This design comes from an exercise in tuning for small area, a short achievable clock period and few clock cycles per item on the open sky130 flow, not from production work.
Function was checked by simulation only, so behaviour that the tests miss may differ from the original.

Setup of wip/indigo:
Design csb_crc, start of the top module:
module csb_crc (
    input  wire        clk,
    input  wire        rst,         
    input  wire        in_valid,
    output wire        in_ready,
    input  wire        in_init,
    input  wire [2:0]  in_nbytes,   
    input  wire [31:0] in_data,
    output wire        idle,
    output wire [31:0] result
);
For scale: ~460 cells after synthesis, about 73 I/O pins, ~4500 sq um of cells after synthesis.
Settings: LEC_CHECK=0, CAP_MARGIN=20, CORE_MARGIN=2, CORE_UTILIZATION=40, CTS_BUF_LIST=sky130_fd_sc_hd__clkbuf_16, CTS_CLUSTER_DIAMETER=300, CTS_CLUSTER_SIZE=50, SETUP_SLACK_MARGIN=3.0, SLEW_MARGIN=20, TNS_END_PERCENT=0; clock period 5.0 ns.
standard.sh (not shown) runs the stock make flow with config.mk's settings and CLKGATE_MAP_FILE= SYNTH_SCRIPT=/design/flow/synth_recipe.tcl, a recipe that flattens the netlist after the stock synthesis.
==> flow/flow/run.sh <==
#!/bin/bash
# Standard layout, with plain buf_1 cells as the port buffers and the
# state flip-flops (which drive the whole next-state network and the
# result ports) upsized after placement.
set -e
export BUFFER_PORTS_ARGS="-buffer_cell sky130_fd_sc_hd__buf_1"
bash standard.sh place > standard_place.log 2>&1
openroad -no_init -exit flow/upsize.tcl > upsize.log 2>&1
bash standard.sh finish > standard.log 2>&1
==> flow/flow/upsize.tcl <==
# Upsize the code register's flip-flops in the placed design, then
# legalize the placement again.
set odb orfs/results/sky130hd/csb_crc/base/3_place.odb
read_db $odb
read_liberty $::env(FLOW_HOME)/platforms/sky130hd/lib/sky130_fd_sc_hd__tt_025C_1v80.lib
set block [ord::get_db_block]
set n 0
foreach inst [$block getInsts] {
  if {[[$inst getMaster] getName] eq "sky130_fd_sc_hd__dfxtp_1" && [string match "code*" [$inst getName]]} {
    replace_cell [$inst getName] sky130_fd_sc_hd__dfxtp_2
    incr n
  }
}
puts "upsized $n flip-flops"
detailed_placement
check_placement
write_db $odb
Testbench counts of wip/indigo, summed over its fixed seeds: cycles 24,576, bytes 97,536.
### wip/indigo -> wip/juniper
Settings: changing CTS_CLUSTER_DIAMETER from 300 to 100; changing CTS_CLUSTER_SIZE from 50 to 30; setting GPL_TIMING_DRIVEN to 0 for the first time; setting GPL_ROUTABILITY_DRIVEN to 0 for the first time; changing CTS_BUF_LIST from sky130_fd_sc_hd__clkbuf_16 to sky130_fd_sc_hd__clkbuf_4 sky130_fd_sc_hd__clkbuf_8.
## What came out
- In summary, wip/juniper completed successfully, with a layout that passed the timing, design-rule and antenna checks.
- wip/juniper against wip/indigo: routed wire length higher, post-detailed-placement cell area higher.
- Against wip/indigo, wip/juniper comes in 2.2 points lower on proportion of cell area occupied by multi-input gates.
- Ratio of final minimum period to clock period was lower in the run labelled wip/indigo.
- Setup WNS wip/indigo -> wip/juniper: worse
- Status: met1 wire length parity (wip/indigo, wip/juniper)
- Row global-route usage: wip/juniper lower / wip/indigo higher
The inputs of wip/nickel differ from those of wip/juniper as listed below.
Settings: SETUP_SLACK_MARGIN: 3.0 -> 2.7; TNS_END_PERCENT: 0 -> unset; GPL_ROUTABILITY_DRIVEN: 0 -> unset; GPL_TIMING_DRIVEN: 0 -> unset.
==> flow/flow/run.sh <==
#!/bin/bash
# Standard layout, with plain buf_1 cells as the port buffers.
export BUFFER_PORTS_ARGS="-buffer_cell sky130_fd_sc_hd__buf_1"
bash standard.sh > standard.log 2>&1
removed: flow/flow/upsize.tcl
Results
Delta (wip/nickel minus wip/juniper): fraction of the cycle the final worst path needs now sits higher; via total after detailed routing now sits lower; critical path depth now sits lower.
Against wip/juniper, the final cell area of wip/nickel is lower.
The count of buffers inserted at the top-level ports in wip/nickel was higher than what wip/juniper gave.
Input changes introduced in wip/xenon (baseline for comparison: wip/nickel):
Settings: SETUP_SLACK_MARGIN now 2.9, was 2.7; TNS_END_PERCENT now 0, previously not set.
==> flow/flow/run.sh <==
#!/bin/bash
# Standard layout, with plain buf_1 cells as the port buffers and the
# state flip-flops (which drive the whole next-state network and the
# result ports) upsized after placement.
set -e
export BUFFER_PORTS_ARGS="-buffer_cell sky130_fd_sc_hd__buf_1"
bash standard.sh place > standard_place.log 2>&1
openroad -no_init -exit flow/upsize.tcl > upsize.log 2>&1
bash standard.sh finish > standard.log 2>&1
==> flow/flow/upsize.tcl (new file) <==
# Upsize the code register's flip-flops in the placed design, then
# legalize the placement again.
set odb orfs/results/sky130hd/csb_crc/base/3_place.odb
read_db $odb
read_liberty $::env(FLOW_HOME)/platforms/sky130hd/lib/sky130_fd_sc_hd__tt_025C_1v80.lib
set block [ord::get_db_block]
set n 0
foreach inst [$block getInsts] {
  if {[[$inst getMaster] getName] eq "sky130_fd_sc_hd__dfxtp_1" && [string match "code*" [$inst getName]]} {
    replace_cell [$inst getName] sky130_fd_sc_hd__dfxtp_2
    incr n
  }
}
puts "upsized $n flip-flops"
detailed_placement
check_placement
write_db $odb
==> summary.txt <==
In wip/xenon, post-layout utilization of the core is higher than in wip/nickel.
The post-route cell area of wip/xenon was inferior to that of wip/nickel.
From wip/xenon to wip/nickel, effective utilization at floorplan did not move at all.
[compare] base=wip/nickel new=wip/xenon: final cell count rose about 0.6%; setup slack now larger.
What wip/cedar does differently from wip/xenon at the input level:
Settings: removing TNS_END_PERCENT (formerly 0).
-- flow/flow/upsize.tcl --
<<< wip/xenon, line 10
    replace_cell [$inst getName] sky130_fd_sc_hd__dfxtp_2
>>> wip/cedar, line 10
    replace_cell [$inst getName] sky130_fd_sc_hd__dfxtp_4
wip/cedar went all the way through the flow, and no timing, DRC or antenna check failed.
Of wip/cedar and wip/xenon, it is wip/cedar that has the higher sequential cell area.
Re met1 track utilization from global routing: wip/xenon was lower than wip/cedar.
wip/cedar: wire length is 5.9% higher than what wip/xenon reported.
Against wip/xenon, wip/cedar comes in 0.37 ns higher on post-place setup slack.
Detailed placement HPWL for wip/cedar: about 3.5% up relative to wip/xenon
Final cell area: wip/cedar above wip/xenon
Setup slack: wip/cedar more than wip/xenon
Here is what was changed in the inputs of wip/delta compared with wip/cedar.
Settings: SETUP_SLACK_MARGIN changed from 2.9 to 3.0; TNS_END_PERCENT newly set to 0.
-- flow/flow/upsize.tcl --
<<< wip/cedar, line 10
    replace_cell [$inst getName] sky130_fd_sc_hd__dfxtp_4
>>> wip/delta, line 10
    replace_cell [$inst getName] sky130_fd_sc_hd__dfxtp_2
Compared with wip/cedar, in wip/delta share of the clock period used by the worst path after layout increased 1.3 points, routing usage on met2 increased 0.29 points, routed wire length decreased 410 um, detailed route wirelength on metal2 decreased 2.5%. The lower hold slack came out of wip/delta.

-- what the ideal ports hide --
In the flow no input, the clock included, has a driving cell. The finished layouts below were timed again as built, in two steps.
Step 1 assumes that a clkbuf_16 drives the clock port and a buf_2 every other input.
Step 2 adds t to the input delays and takes it off the output delays; t is the mean of the earliest and latest rising clock arrival at the registers after step 1. Input paths then give back, and output paths get back, about the clock's delay inside the block.
Slacks: no drivers / after step 1 / after step 2; pairs: no drivers / after step 1.
run	shift t [ns]	setup slack, ns	hold slack, ns	worst setup path after step 2	cell pins on the clock port's net
wip/indigo	0.333	2.902 / 2.902 / 2.614	0.568 / 0.568 / 0.568	input to register	1
wip/juniper	0.353	2.829 / 2.829 / 2.637	0.562 / 0.562 / 0.562	input to register	1
wip/nickel	0.337	2.728 / 2.728 / 2.501	0.544 / 0.544 / 0.544	input to register	1
wip/xenon	0.338	2.866 / 2.866 / 2.601	0.559 / 0.559 / 0.559	input to register	1
wip/cedar	0.342	2.942 / 2.909 / 2.695	0.561 / 0.561 / 0.561	input to register	1
wip/delta	0.343	2.876 / 2.876 / 2.620	0.552 / 0.552 / 0.552	input to register	1
After both steps setup and hold are still met in every run listed. For wip/indigo, which loses most, drivers alone change the setup slack by 0.000 ns; drivers and shift together by -0.288 ns.
